From an optimization exercise on the open Yosys and OpenROAD flow, aimed at small area, a short achievable clock period and few clock cycles; shortcuts taken in it are not production practice. The RTL was checked by simulation tests, not by an equivalence proof against the original design. Power and IR drop assume default switching activity.

===== constraint.sdc =====
create_clock -name core_clock -period 12.0 [get_ports {clk}]
set_input_delay 2.4000 -clock core_clock [delete_from_list [all_inputs] [get_ports {clk}]]
set_output_delay 2.4000 -clock core_clock [all_outputs]
set_load 0.01 [all_outputs]

===== design.v =====
module pgd_codec (
    input  wire        clk,
    input  wire        rst,           
    input  wire        reg_wr,
    input  wire [3:0]  reg_addr,
    input  wire [31:0] reg_wdata,
    output reg  [31:0] reg_rdata,
    output wire        irq,
    output reg         s_en,
    output reg         s_we,
    output reg  [11:0] s_addr,
    output reg  [7:0]  s_wdata,
    input  wire [7:0]  s_rdata,
    output reg         d_en,
    output reg         d_we,
    output reg  [11:0] d_addr,
    output reg  [7:0]  d_wdata,
    input  wire [7:0]  d_rdata,
    output reg         r_en,
    output reg         r_we,
    output reg  [11:0] r_addr,
    output reg  [7:0]  r_wdata,
    input  wire [7:0]  r_rdata
);
    localparam [1:0] ST_IDLE = 2'd0, ST_BUSY = 2'd1, ST_DONE = 2'd2, ST_FAULT = 2'd3;
    localparam [2:0] F_TRUNC = 3'd1, F_BADREF = 3'd2, F_OVERRUN = 3'd3, F_GEOM = 3'd4,
                     F_SIZE = 3'd5, F_CAP = 3'd6, F_BADCMD = 3'd7;
    localparam [4:0]
        S_IDLE = 5'd0,  S_START = 5'd1,  S_MUL1 = 5'd2,  S_MUL2 = 5'd3,  S_CHK = 5'd4,
        D_TOK  = 5'd5,  D_CTL   = 5'd6,  D_LEN  = 5'd7,  D_LCHK = 5'd8,  D_LIT = 5'd9,
        D_V0   = 5'd10, D_V1    = 5'd11, D_EXT  = 5'd12, D_RCHK = 5'd13, D_CW  = 5'd14,
        D_CR   = 5'd15,
        P_BLK  = 5'd16, P_LEN   = 5'd17, P_DAT  = 5'd18,
        F_ROW  = 5'd19, F_SEL   = 5'd20, R_ROW  = 5'd21, R_CB   = 5'd22,
        Q_X    = 5'd23, Q_Y     = 5'd24, Q_XD   = 5'd25, Q_YD   = 5'd26,
        Q_1    = 5'd27, Q_1D    = 5'd28;
    reg [1:0]  state;
    reg [2:0]  unit;
    reg        undef;
    reg [2:0]  fcode;
    reg [31:0] finfo;
    reg        ien;
    reg [31:0] slen, dlen;
    reg [15:0] width, height, pixsz;
    reg [12:0] spos, dpos;       
    reg [8:0]  ctl;
    reg [12:0] row;              
    reg [4:0]  seq;
    reg [12:0] k;        
    reg [12:0] rb;       
    reg [12:0] sm1;      
    reg [20:0] g1;       
    reg [20:0] g2;       
    reg [11:0] wa, wa1;  
    reg [7:0]  bc, bu, bo, bl;
    reg        first, fd, v1, v2;
    reg        m_vert, m_raw;    
    reg        ma_big, pr_sat;
    wire is_f = unit[0];         
    wire [12:0] ps = pixsz[12:0];
    wire [13:0] rbk    = {1'b0, rb} + {1'b0, k};
    wire [11:0] cur_a  = rbk[11:0];
    wire [11:0] up_a   = cur_a + ~sm1[11:0];                  
    wire [12:0] hb     = height[12:0] + 13'd8;
    wire [11:0] filt_a = cur_a + hb[11:0];
    wire [11:0] ctrl_a = row[11:0] + 12'd8;
    wire [11:0] wup_a  = wa + ~sm1[11:0];
    wire [12:0] rb_nx  = rb - ~sm1;                           
    wire [13:0] kp      = {1'b0, k} + {1'b0, ps};
    wire [13:0] kd      = kp - {1'b0, sm1};                   
    wire        ch_end  = !kd[13] && (kd[12:0] != 13'd0);
    wire [12:0] k_nx    = ch_end ? kd[12:0] : kp[12:0];
    wire        k_last  = (k == sm1);
    wire [12:0] row_p1  = row + 13'd1;
    wire        row_end = ({3'd0, row} == height);
    wire        row_lst = ({3'd0, row_p1} == height);
    wire [7:0]  f_vert = bu - bc;
    wire [7:0]  f_raw  = bo - bc;
    wire [8:0]  f_sum  = {1'b0, bu} + {1'b0, bo};
    wire [7:0]  f_avg  = f_sum[8:1] - bc;
    wire [9:0]  f_a1   = (fd ? 10'd0 : {2'd0, f_raw}) - {2'd0, f_vert};
    wire [9:0]  f_a2   = (fd ? 10'd0 : {2'd0, f_avg}) - {2'd0, f_vert};
    wire        f_isvert = !g1[20] && !g2[20];
    wire [7:0]  f_rup  = fd ? bu : (bl - bu);
    wire [8:0]  r_sum  = {1'b0, r_rdata} + {1'b0, bo};
    wire [7:0]  r_o2   = m_vert ? (r_rdata - d_rdata)
                       : first ? d_rdata : (r_sum[8:1] - d_rdata);
    wire [7:0]  q_in   = is_f ? r_rdata : d_rdata;
    wire [7:0]  q_prev = is_f ? bc : bo;
    wire [7:0]  q_o    = fd ? q_in : (q_prev - q_in);
    wire [8:0]  ctl_sh  = {1'b0, ctl[8:1]};
    wire        need_cb = (ctl_sh == 9'd1);
    wire [12:0] slen13  = slen[12:0];
    wire [12:0] dlen13  = dlen[12:0];
    wire [11:0] cnt     = rb[11:0];
    wire [11:0] offset  = g1[15:4];
    wire [12:0] k_p1    = k + 13'd1;
    wire [12:0] srem    = slen13 - k;            
    wire [12:0] drem    = dlen13 - dpos;         
    wire        k_ge_sl = (srem == 13'd0);
    wire        ref_bad = (srem[12:1] == 12'd0);
    wire        tok_ref = (seq == D_CTL) ? s_rdata[0] : ctl_sh[0];
    wire        tok_bad = tok_ref ? ref_bad : k_ge_sl;
    wire        dpc_bad = ({1'b0, cnt} > drem);
    wire [12:0] dpos_p1 = dpos + 13'd1;
    wire [13:0] cp_d    = {1'b0, dpos} - {2'd0, offset};
    wire [11:0] cp_src  = cp_d[11:0];
    wire        ext     = (seq == D_EXT);
    wire [11:0] cnt4    = (ext ? {1'b0, g1[2:0], s_rdata} : {9'd0, g1[2:0]}) + 12'd4;
    wire        cnt1    = (cnt == 12'd1);
    wire [7:0]  pk_n    = (|drem[12:8]) ? 8'd255 : drem[7:0];
    wire dlen_big  = (|dlen[31:13]) || (dlen[12] && |dlen[11:0]);    
    wire slen_big  = (|slen[31:13]) || (slen[12] && |slen[11:0]);
    wire [13:0] m_sum = rbk;
    wire [13:0] e_len = rbk;                     
    wire [12:0] rb_m1 = rb - 13'd1;
    assign irq = ien & state[1];
    always @* begin
        case (reg_addr)
            4'd1:    reg_rdata = {26'd0, undef, unit, state};
            4'd2:    reg_rdata = {29'd0, fcode};
            4'd3:    reg_rdata = finfo;
            4'd4:    reg_rdata = {31'd0, ien};
            4'd5:    reg_rdata = slen;
            4'd6:    reg_rdata = dlen;
            4'd7:    reg_rdata = {16'd0, width};
            4'd8:    reg_rdata = {16'd0, height};
            4'd9:    reg_rdata = {16'd0, pixsz};
            4'd10:   reg_rdata = {19'd0, spos};
            4'd11:   reg_rdata = {19'd0, dpos};
            4'd12:   reg_rdata = {23'd0, ctl};
            4'd13:   reg_rdata = {19'd0, row};
            default: reg_rdata = 32'd0;
        endcase
    end
    always @* begin
        s_en = 1'b0; s_we = 1'b0; s_addr = k[11:0]; s_wdata = d_rdata;
        d_en = 1'b0; d_we = 1'b0; d_addr = wa;      d_wdata = s_rdata;
        r_en = 1'b0; r_we = 1'b0; r_addr = wa;      r_wdata = bo;
        case (seq)
            D_TOK, D_CTL, D_LCHK, D_V0, D_V1: s_en = 1'b1;
            D_LIT:  begin s_en = 1'b1; d_en = 1'b1; d_we = 1'b1; d_addr = dpos[11:0]; end
            D_RCHK, D_CR: begin d_en = 1'b1; d_addr = cp_src; end
            D_CW:   begin d_en = 1'b1; d_we = 1'b1; d_addr = dpos[11:0]; d_wdata = d_rdata; end
            P_BLK:  begin s_en = (drem != 13'd0); s_we = 1'b1; s_wdata = 8'd0; end
            P_LEN:  begin s_en = 1'b1; s_we = 1'b1; s_wdata = pk_n;
                          d_en = 1'b1; d_addr = dpos[11:0]; end
            P_DAT:  begin s_en = 1'b1; s_we = 1'b1;
                          d_en = 1'b1; d_addr = dpos_p1[11:0]; end
            F_ROW:  begin d_en = !row_end && (row == 13'd0); d_we = 1'b1;
                          d_addr = ctrl_a; d_wdata = 8'd1; end
            F_SEL:  begin d_en = 1'b1; d_we = 1'b1; d_addr = ctrl_a;
                          d_wdata = f_isvert ? 8'd2 : 8'd1; end
            R_ROW:  begin d_en = !row_end; d_addr = ctrl_a; end
            Q_X, Q_XD: begin
                    if (is_f) begin
                        r_en = (seq == Q_X); r_addr = up_a;
                        d_en = v1 && m_raw; d_we = 1'b1; d_addr = wup_a; d_wdata = f_rup;
                    end else begin
                        r_en = (seq == Q_X); r_addr = up_a;
                        d_en = (seq == Q_X); d_addr = filt_a;
                    end
                end
            Q_Y, Q_YD: begin
                    if (is_f) begin
                        r_en = (seq == Q_Y); r_addr = cur_a;
                        d_en = v1; d_we = 1'b1; d_wdata = f_vert;
                    end else begin
                        r_en = v1; r_we = 1'b1;
                    end
                end
            Q_1, Q_1D: begin
                    if (is_f) begin
                        r_en = (seq == Q_1); r_addr = cur_a;
                        d_en = v2; d_we = 1'b1; d_wdata = bo;
                    end else begin
                        d_en = (seq == Q_1); d_addr = filt_a;
                        r_en = v2; r_we = 1'b1;
                    end
                end
            default: ;
        endcase
    end
    reg [4:0]  n_seq;
    reg        go_done, go_flt;
    reg [2:0]  flt_code;
    reg [2:0]  k_op;         
    reg [2:0]  rb_op;        
    reg        commit;       
    reg        dpos_inc, dpos_clr, row_inc, row_clr, nrow, ctl_init;
    reg        pk_done;
    always @* begin
        n_seq = seq; go_done = 1'b0; go_flt = 1'b0; flt_code = F_CAP;
        k_op = 3'd0; rb_op = 3'd0; commit = 1'b0;
        dpos_inc = 1'b0; dpos_clr = 1'b0; row_inc = 1'b0; row_clr = 1'b0;
        nrow = 1'b0; ctl_init = 1'b0; pk_done = 1'b0;
        case (seq)
            S_START: begin
                case (unit)
                    3'd1: begin
                        go_flt = slen_big || dlen_big;
                        dpos_clr = 1'b1; ctl_init = 1'b1; k_op = 3'd1;
                        n_seq = D_TOK;
                    end
                    3'd4: begin
                        go_flt = (dlen > 32'd4078);
                        dpos_clr = 1'b1; k_op = 3'd1;
                        n_seq = P_BLK;
                    end
                    default: begin
                        go_flt = (width == 16'd0 || pixsz == 16'd0);
                        flt_code = F_GEOM;
                        k_op = 3'd4; rb_op = 3'd1;
                        n_seq = S_MUL1;
                    end
                endcase
            end
            S_MUL1, S_MUL2: begin
                if (g1[15:0] == 16'd0) begin
                    if (seq == S_MUL1) begin
                        k_op = 3'd6; rb_op = 3'd1; n_seq = S_MUL2;
                    end else begin
                        k_op = 3'd7; n_seq = S_CHK;
                    end
                end else begin
                    k_op = 3'd5;
                    if (g1[0]) rb_op = 3'd7;
                end
            end
            S_CHK: begin
                k_op = 3'd1; rb_op = 3'd1; row_clr = 1'b1;
                n_seq = is_f ? F_ROW : R_ROW;
                if (is_f) go_flt = pr_sat || (e_len > 14'd4096);
                else if (dlen_big || pr_sat) go_flt = 1'b1;
                else if ({1'b0, dlen13} != e_len) begin go_flt = 1'b1; flt_code = F_SIZE; end
            end
            D_TOK: begin
                k_op = 3'd2;
                if (drem == 13'd0) go_done = 1'b1;
                else if (need_cb) begin
                    go_flt = k_ge_sl; flt_code = F_TRUNC; n_seq = D_CTL;
                end else begin
                    go_flt = tok_bad; flt_code = F_TRUNC;
                    n_seq = ctl_sh[0] ? D_V0 : D_LEN;
                end
            end
            D_CTL: begin
                k_op = 3'd2;
                go_flt = tok_bad; flt_code = F_TRUNC;
                n_seq = s_rdata[0] ? D_V0 : D_LEN;
            end
            D_LEN: begin rb_op = 3'd4; n_seq = D_LCHK; end
            D_LCHK: begin
                if ({1'b0, cnt} > srem) begin go_flt = 1'b1; flt_code = F_TRUNC; end
                else if (dpc_bad) begin go_flt = 1'b1; flt_code = F_OVERRUN; end
                else if (cnt == 12'd0) begin commit = 1'b1; n_seq = D_TOK; end
                else begin k_op = 3'd2; n_seq = D_LIT; end
            end
            D_LIT: begin
                dpos_inc = 1'b1; rb_op = 3'd2;
                if (cnt1) begin commit = 1'b1; n_seq = D_TOK; end
                else k_op = 3'd2;
            end
            D_V0: begin k_op = 3'd2; n_seq = D_V1; end
            D_V1: begin
                if (g1[3]) begin rb_op = 3'd5; n_seq = D_RCHK; end
                else begin
                    go_flt = k_ge_sl; flt_code = F_TRUNC;
                    k_op = 3'd2; n_seq = D_EXT;
                end
            end
            D_EXT: begin rb_op = 3'd5; n_seq = D_RCHK; end
            D_RCHK: begin
                if (offset == 12'd0 || cp_d[13]) begin go_flt = 1'b1; flt_code = F_BADREF; end
                else if (dpc_bad) begin go_flt = 1'b1; flt_code = F_OVERRUN; end
                n_seq = D_CW;
            end
            D_CW: begin
                dpos_inc = 1'b1; rb_op = 3'd2;
                if (cnt1) begin commit = 1'b1; n_seq = D_TOK; end
                else if (offset != 12'd1) n_seq = D_CR;
            end
            D_CR: n_seq = D_CW;
            P_BLK: begin
                k_op = 3'd2; n_seq = P_LEN;
                if (drem == 13'd0) begin go_done = 1'b1; pk_done = 1'b1; end
            end
            P_LEN: begin k_op = 3'd2; rb_op = 3'd6; n_seq = P_DAT; end
            P_DAT: begin
                k_op = 3'd2; dpos_inc = 1'b1; rb_op = 3'd2;
                if (cnt1) begin
                    if (drem == 13'd1) begin go_done = 1'b1; pk_done = 1'b1; end
                    else if (g2[3:0] == 4'd8) n_seq = P_BLK;
                    else n_seq = P_LEN;
                end
            end
            F_ROW: begin
                if (row_end) go_done = 1'b1;
                else if (row == 13'd0) begin
                    if (row_lst) n_seq = Q_1;
                    else nrow = 1'b1;
                end else n_seq = Q_X;
            end
            F_SEL: begin
                k_op = 3'd1;
                if (!f_isvert && row_lst) n_seq = Q_1;
                else nrow = 1'b1;
            end
            R_ROW: begin
                if (row_end) go_done = 1'b1;
                else n_seq = R_CB;
            end
            R_CB: n_seq = d_rdata[0] ? Q_1 : Q_X;
            Q_X:  n_seq = Q_Y;
            Q_XD: n_seq = Q_YD;
            Q_Y: begin
                k_op = 3'd3;
                n_seq = k_last ? Q_XD : Q_X;
            end
            Q_YD: begin
                k_op = 3'd1;
                if (is_f) n_seq = F_SEL;
                else nrow = 1'b1;
            end
            Q_1: begin
                k_op = 3'd3;
                if (k_last) n_seq = Q_1D;
            end
            Q_1D: begin
                k_op = 3'd1;
                if (!v1) nrow = 1'b1;
            end
            default: ;
        endcase
        if (nrow) begin
            k_op = 3'd1; rb_op = 3'd3; row_inc = 1'b1;
            n_seq = is_f ? F_ROW : R_ROW;
        end
        if (go_done || go_flt) n_seq = S_IDLE;
    end
    wire host_wr = reg_wr && (state != ST_BUSY);
    wire cmd_wr  = host_wr && (reg_addr == 4'd0);
    wire cmd_go  = cmd_wr && (state == ST_IDLE) && (reg_wdata[7:0] >= 8'd1) && (reg_wdata[7:0] <= 8'd4);
    wire cmd_bad = cmd_wr && (state == ST_IDLE) && (reg_wdata[7:0] >= 8'd6);
    wire cmd_clr = cmd_wr && state[1] && (reg_wdata[7:0] == 8'd5);
    always @(posedge clk) begin
        if (rst) begin
            state  <= ST_IDLE;
            unit   <= 3'd0;
            undef  <= 1'b0;
            fcode  <= 3'd0;
            finfo  <= 32'd0;
            ien    <= 1'b0;
            slen   <= 32'd0;
            dlen   <= 32'd0;
            width  <= 16'd0;
            height <= 16'd0;
            pixsz  <= 16'd0;
            spos   <= 13'd0;
            dpos   <= 13'd0;
            ctl    <= 9'd2;
            row    <= 13'd0;
            seq    <= S_IDLE;
        end else begin
            if (cmd_go) begin
                state <= ST_BUSY; unit <= reg_wdata[2:0]; undef <= 1'b0; seq <= S_START;
            end
            if (cmd_bad) begin
                state <= ST_FAULT; unit <= 3'd0; fcode <= F_BADCMD; finfo <= reg_wdata;
            end
            if (cmd_clr) begin
                state <= ST_IDLE; unit <= 3'd0; undef <= 1'b0; fcode <= 3'd0; finfo <= 32'd0;
            end
            if (host_wr && reg_addr == 4'd4) ien    <= reg_wdata[0];
            if (host_wr && reg_addr == 4'd5) slen   <= reg_wdata;
            if (host_wr && reg_addr == 4'd6) dlen   <= reg_wdata;
            if (host_wr && reg_addr == 4'd7) width  <= reg_wdata[15:0];
            if (host_wr && reg_addr == 4'd8) height <= reg_wdata[15:0];
            if (host_wr && reg_addr == 4'd9) pixsz  <= reg_wdata[15:0];
            if (seq != S_IDLE) begin
                seq <= n_seq;
                if (go_done) state <= ST_DONE;
                if (go_flt) begin
                    state <= ST_FAULT; fcode <= flt_code;
                    finfo <= !flt_code[2] ? {19'd0, spos}
                           : (flt_code == F_SIZE) ? {18'd0, e_len} : 32'd0;
                end else begin
                    if (dpos_clr) dpos <= 13'd0;
                    if (dpos_inc) dpos <= dpos_p1;
                    if (row_clr)  row  <= 13'd0;
                    if (row_inc)  row  <= row_p1;
                    if (ctl_init) begin ctl <= 9'd2; spos <= 13'd0; end
                    if (commit) begin ctl <= g2[8:0]; spos <= k; end
                    if (seq == R_CB && !d_rdata[0] && row == 13'd0 && (d_rdata[1] || (|width[15:1])))
                        undef <= 1'b1;
                end
                if (pk_done) begin
                    spos <= k + {12'd0, (seq == P_DAT)};
                    slen <= {19'd0, k + {12'd0, (seq == P_DAT)}};
                end
                if (seq == S_CHK && is_f && !go_flt) dlen <= {18'd0, e_len};
            end
            case (k_op)
                3'd1: k <= 13'd0;
                3'd2: k <= k_p1;
                3'd3: k <= k_nx;
                3'd4: k <= width[12:0];
                3'd5: k <= {k[11:0], 1'b0};
                3'd6: k <= rb;
                3'd7: k <= hb;
                default: ;
            endcase
            case (rb_op)
                3'd1: rb <= 13'd0;
                3'd2: rb <= rb_m1;
                3'd3: rb <= rb_nx;
                3'd4: rb <= {5'd0, s_rdata};
                3'd5: rb <= {1'b0, cnt4};
                3'd6: rb <= {5'd0, pk_n};
                3'd7: rb <= m_sum[12:0];
                default: ;
            endcase
        end
        case (seq)
            S_START: begin
                ma_big <= (width > 16'd4096);
                g1     <= {5'd0, pixsz};
                pr_sat <= 1'b0;
            end
            S_MUL1, S_MUL2: begin
                if (g1[15:0] == 16'd0) begin
                    if (seq == S_MUL1) begin
                    sm1    <= rb_m1;
                    ma_big <= pr_sat;
                    pr_sat <= 1'b0;
                    g1     <= {5'd0, height};
                    end
                end else begin
                    if (g1[0]) pr_sat <= pr_sat | ma_big | (m_sum > 14'd4096);
                    ma_big <= ma_big | (k > 13'd2048);
                    g1     <= {1'b0, g1[20:1]};
                end
            end
            S_CHK: m_raw <= 1'b1;
            D_TOK: g2[8:0] <= ctl_sh;
            D_CTL: g2[8:0] <= {1'b1, s_rdata};
            D_V0:  g1[7:0] <= s_rdata;
            D_V1:  g1[15:8] <= s_rdata;
            P_BLK: g2[3:0] <= 4'd0;
            P_LEN: g2[3:0] <= g2[3:0] + 4'd1;
            F_ROW: begin
                g1 <= 21'd0; g2 <= 21'd0; v1 <= 1'b0; v2 <= 1'b0;
            end
            F_SEL: begin
                m_raw <= !f_isvert; v1 <= 1'b0; v2 <= 1'b0;
            end
            R_CB: begin
                v1 <= 1'b0; v2 <= 1'b0;
                m_vert <= d_rdata[1];
            end
            Q_X, Q_XD: if (is_f) bc <= r_rdata;
            Q_Y, Q_YD: begin
                if (is_f) begin
                    if (v1) begin
                        g1 <= g1 + {{11{f_a1[9]}}, f_a1};
                        g2 <= g2 + {{11{f_a2[9]}}, f_a2};
                        bo <= bc;
                    end
                    bl <= bu;
                    bu <= r_rdata;
                    wa <= filt_a;
                end else begin
                    bo <= r_o2;
                    wa <= cur_a;
                end
                fd <= first;
                v1 <= 1'b1;
            end
            Q_1, Q_1D: begin
                if (seq == Q_1) begin
                    wa1 <= is_f ? filt_a : cur_a;
                    fd  <= first;
                end
                v1 <= (seq == Q_1);
                v2 <= v1;
                if (v1) begin
                    bo <= q_o;
                    bc <= r_rdata;
                    wa <= wa1;
                end
            end
            default: ;
        endcase
        if (k_op == 3'd3) first <= ch_end;
        else if (k_op == 3'd1) first <= 1'b1;
    end
endmodule

===== run.sh =====
#!/bin/bash
# synth_recipe.tcl (not shown) runs the flow's synth.tcl, then flattens the netlist and writes it again
# the make line also repeats each setting of config.mk as NAME=value (left out here)
make -C /OpenROAD-flow-scripts/flow DESIGN_CONFIG=/design/flow/config.mk WORK_HOME=/design/flow/orfs CLKGATE_MAP_FILE= SYNTH_SCRIPT=/design/flow/synth_recipe.tcl finish

===== config.mk =====
export PLATFORM = sky130hd
export DESIGN_NAME = pgd_codec
export DESIGN_NICKNAME = pgd_codec
export VERILOG_FILES = /design/flow/design.v
export SDC_FILE = /design/flow/constraint.sdc
export NUM_CORES = 4
export LEC_CHECK = 0
export CAP_MARGIN = 20
export CORE_MARGIN = 2
export CORE_UTILIZATION = 40
export SLEW_MARGIN = 20

==> impl_metrics.yaml <==
placed_design:
  port_buffers: 161
  placed_cells: 5308
  dp_hpwl_um: 116500
  gp_congestion: 1.046
sta:
  final-hold-violation-count: 0
  min_period_ps: 8560
  setup_tns_ps: 0
  slew_violations: 0
  setup_viol: 0
  hold_ws_ps: 456.5
  fmax_ghz: 0.1168
  relSlewSlack_pct: 13.37
  skew_ps: 52.54
  grt_setup_unrepaired: "no"
  finalCritPeriodShare_pct: 71.34
  tightest_slew_ps: 1295
synthesis:
  synth_ff_type: "dfxtp_1"
  synth-edff-count: 145
  ys_seq_area_share_pct: 25.81
  syn_nets: 4603
  avgSynthCellArea_um2: 7.765
  syn_area_mm2: 0.03292
  synth_cells: 4240
  ys_ff_latch: 352
  synth_cell_types: 97
  async_reset_ff_share_pct: 0
  yosys_warnings: 1
floorplanning:
  row_count: 105
  die_h_um: 290.9
  fp.dieW_um: 290.9
  coreArea_mm2: 0.08185
  num_io_pins: 162
  start_util_pct: 40.23
  dieArea_mm2: 0.08462
cts:
  cts-buffers-inserted: 44
  cts-root-buf: "clkbuf_16"
  clock_latency_ps: 630
  cts_num_sinks: 352
  clk_pin_slew_ps: 70
  cts_max_path_buffers: 3
  cts_max_level: 2
  ctsHoldBuffers: 0
  ctsResizeCount: 0
  cts_setup_buffers: 0
  cts_tree: "done"
drt:
  drc: 0
  viasPerCell: 6.394
  postRouteAntennaNets: 0
  drtIter0Drc: 4504
  firstDrtPassIters: 7
  vias: 34510
  wire_per_inst_um: 28.10
  totalWireLength_um: 151600
global_route:
  gr-usage-all-layers_pct: 34.63
  grt_pass1_wl_um: 220000
  grt_max_degree: 66
  grt_overflow_total: 0
  grt_antenna_before_repair: 7
  grt_pass1_vias: 32310
run:
  maxCapViolCount: 0
finish:
  syn_to_final_growth_pct: 13.10
  finish.net_count: 4650
  layout-drive-gt1-share_pct: 6.202
  fin_cells: 5397
  final_util_pct: 45.50
outcome:
  status: "no timing/DRC/antenna violations"
critical_path:
  cpMaxStageDelayCell: "o21ai_0"
  end_kind: "output pin"
  cp_data_required_time_ps: 9600
  path_cells: "ha_1 > a211o_1 > o21ai_0 > xor2_1 > inv_1 > ha_1 > inv_1 > o21ai_0 > a21oi_1 > o21bai_1 > a41oi_1 > nor2b_1 > xnor2_1 > o21ai_0 > a41oi_1 > clkdlybuf4s50_1"
  crit_fanout: 15
  crit_top_cell: "o21ai_0"
  critPathKind: "reg -> out"
  worstPathArrival_ps: 6160
  start_kind: "flop"
  slowest_delay_ps: 850
power:
  p_leak_nw: 14.57
  power.density_mw_per_mm2: 126.1
  vdd_drop_max_v: 0.0001285
min_path:
  hold_class: "reg -> reg"
-- critical path: cells and delay by family (launching register included) --
family / cells / cell delay (ps)
compound gates: 8 / 2510
buf+inv: 3 / 900
flops: 1 / 770
fa+ha+maj: 2 / 740
xor+xnor: 2 / 400
simple gates: 1 / 190
-- flip-flops by register name, summed over array words and instances (netlist names), 16 cells and up --
name and flops:
g1 21, g2 21, height 16, finfo 32
pixsz 16, width 16, slen 32, dlen 32
-- logic make-up after synthesis --
kind of cell	after synthesis	share of synthesized area (%)
AO/OA/AOI/OAI	1315	26.24
XOR/XNOR	285	7.665
adder cells (fa/ha/maj)	301	11.96
buffers and inverters	482	5.822
flip-flops	352	25.81
multiplexers	73	2.318
AND/OR/NAND/NOR	1432	20.18
-- cell type report --
cell class	count	area, um2
Tap cell	1070	1339
Sequential cell	352	8503
Clock buffer	57	1232
Antenna cell	6	15.01
Inverter	225	844.6
Timing Repair Buffer	258	2347
Clock inverter	23	360.3
Multi-Input combinational cell	3406	22600
Fill cell	8229	44610
-- report_power, final --
part	internal (mW)	switching (mW)
logic	0.620	1.15
clock network	0.884	0.609
registers	1.33	0.0933
total	2.84	1.86
-- cells in the final DEF (no fill, tap or decap), drive strengths merged, types with 23 or more instances in the layout --
| master | instances |
|---|---|
| nand2 | 575 |
| a21oi | 398 |
| nor2 | 300 |
| ha | 277 |
| o21ai | 271 |
| inv | 224 |
| dfxtp | 207 |
| xnor2 | 174 |
| clkdlybuf4s50 | 160 |
| edfxtp | 145 |
| nor3 | 110 |
| xor2 | 109 |
| nand3 | 101 |
| a21o | 97 |
| buf | 96 |
| a22oi | 72 |
| a221oi | 61 |
| clkbuf | 59 |
| nand2b | 57 |
| nor4 | 53 |
| nor2b | 50 |
| mux2i | 47 |
| a31oi | 43 |
| a211oi | 41 |
| a222oi | 39 |
| and3 | 35 |
| nand4 | 33 |
| o211ai | 31 |
| and2 | 31 |
| o21bai | 28 |
| o21a | 28 |
| mux2 | 26 |
| fa | 23 |
-- worst paths after layout --
check	from	to	slack, ps	cells after the start
max	k[1]	d_addr[9]	3440	16
min	finfo[18]	finfo[18]	460	2
max reg2reg	k[1]	row[2]	5420	19
min reg2reg	finfo[18]	finfo[18]	460	2
-- per-stage QoR --
step / cell area [um2] / total power [mW] / setup slack, ps
2_1_floorplan: 32920 / 2.567 / 5683
3_3_place_gp: 35580 / 3.152 / 3997
3_5_place_dp: 35590 / 3.155 / 4011
4_1_cts: 37180 / 4.642 / 3883
5_1_grt: 37220 / 4.870 / 3405
6_report: 37240 / 4.694 / 3440
-- Yosys cell counts, types with 12 or more instances --
cell | number | area [um2]
nor2_1 | 299 | 1122
buf_4 | 12 | 90.09
o21ai_0 | 262 | 1311
nand4_1 | 33 | 206.5
buf_1 | 20 | 75.07
fa_1 | 23 | 460.4
edfxtp_1 | 145 | 4354
and3_1 | 34 | 212.7
xor2_1 | 109 | 954.7
xnor2_1 | 174 | 1524
nor3_1 | 110 | 550.5
or3_1 | 20 | 125.1
and2_1 | 29 | 181.4
a222oi_1 | 39 | 390.4
a221oi_1 | 61 | 534.3
a22o_1 | 14 | 122.6
ha_1 | 277 | 3466
a21boi_0 | 20 | 150.1
a311oi_1 | 17 | 148.9
mux2_2 | 26 | 292.8
a21o_1 | 97 | 728.2
nor4_1 | 53 | 331.6
a211oi_1 | 38 | 285.3
a21oi_2 | 14 | 122.6
mux2i_1 | 47 | 470.5
a221o_1 | 15 | 150.1
nor2b_1 | 50 | 312.8
o22ai_1 | 20 | 125.1
buf_2 | 20 | 100.1
a31oi_1 | 43 | 269.0
or2_2 | 18 | 112.6
nand3_1 | 100 | 500.5
clkbuf_1 | 200 | 750.7
a21oi_1 | 384 | 1922
o21a_1 | 28 | 210.2
inv_1 | 223 | 837.1
a22oi_1 | 72 | 540.5
o31ai_1 | 17 | 127.6
o21bai_1 | 28 | 210.2
o211ai_1 | 31 | 232.7
nand2b_1 | 57 | 356.6
dfxtp_1 | 207 | 4144
nand2_1 | 575 | 2158
-- layer usage --
metal,GRT usage (%),part of all wire [%],wire length (um)
met5,0,0.018,27
met4,19.98,6.7,10190
met3,7.612,10,15840
met2,51.76,42,63840
met1,45.94,41,61740
Testbench counts, summed over its fixed seeds: cycles 159,747.

## afterwards: timing with drivers on the ports
Ports are ideal in the flow. The routed layout listed here was re-timed in OpenROAD.
Step 1: set_driving_cell puts a clkbuf_16 on clk and a buf_2 on each other input, an assumption about the parent block.
Step 2 adds t to the input delays and takes it off the output delays; t is the mean of the earliest and latest rising clock arrival at the registers after step 1. Input paths then give back, and output paths get back, about the clock's delay inside the block.
Three values: no drivers, after step 1, after step 2; two values: the first two.
shift t [ns]: 0.667
slack for setup (ns): 3.440 / 3.372 / 3.819
latest minus earliest clock arrival (ns): 0.053 / 0.053
After both steps setup and hold are still met in this run. For this run, drivers alone change the setup slack by -0.068 ns; drivers and shift together by +0.379 ns.
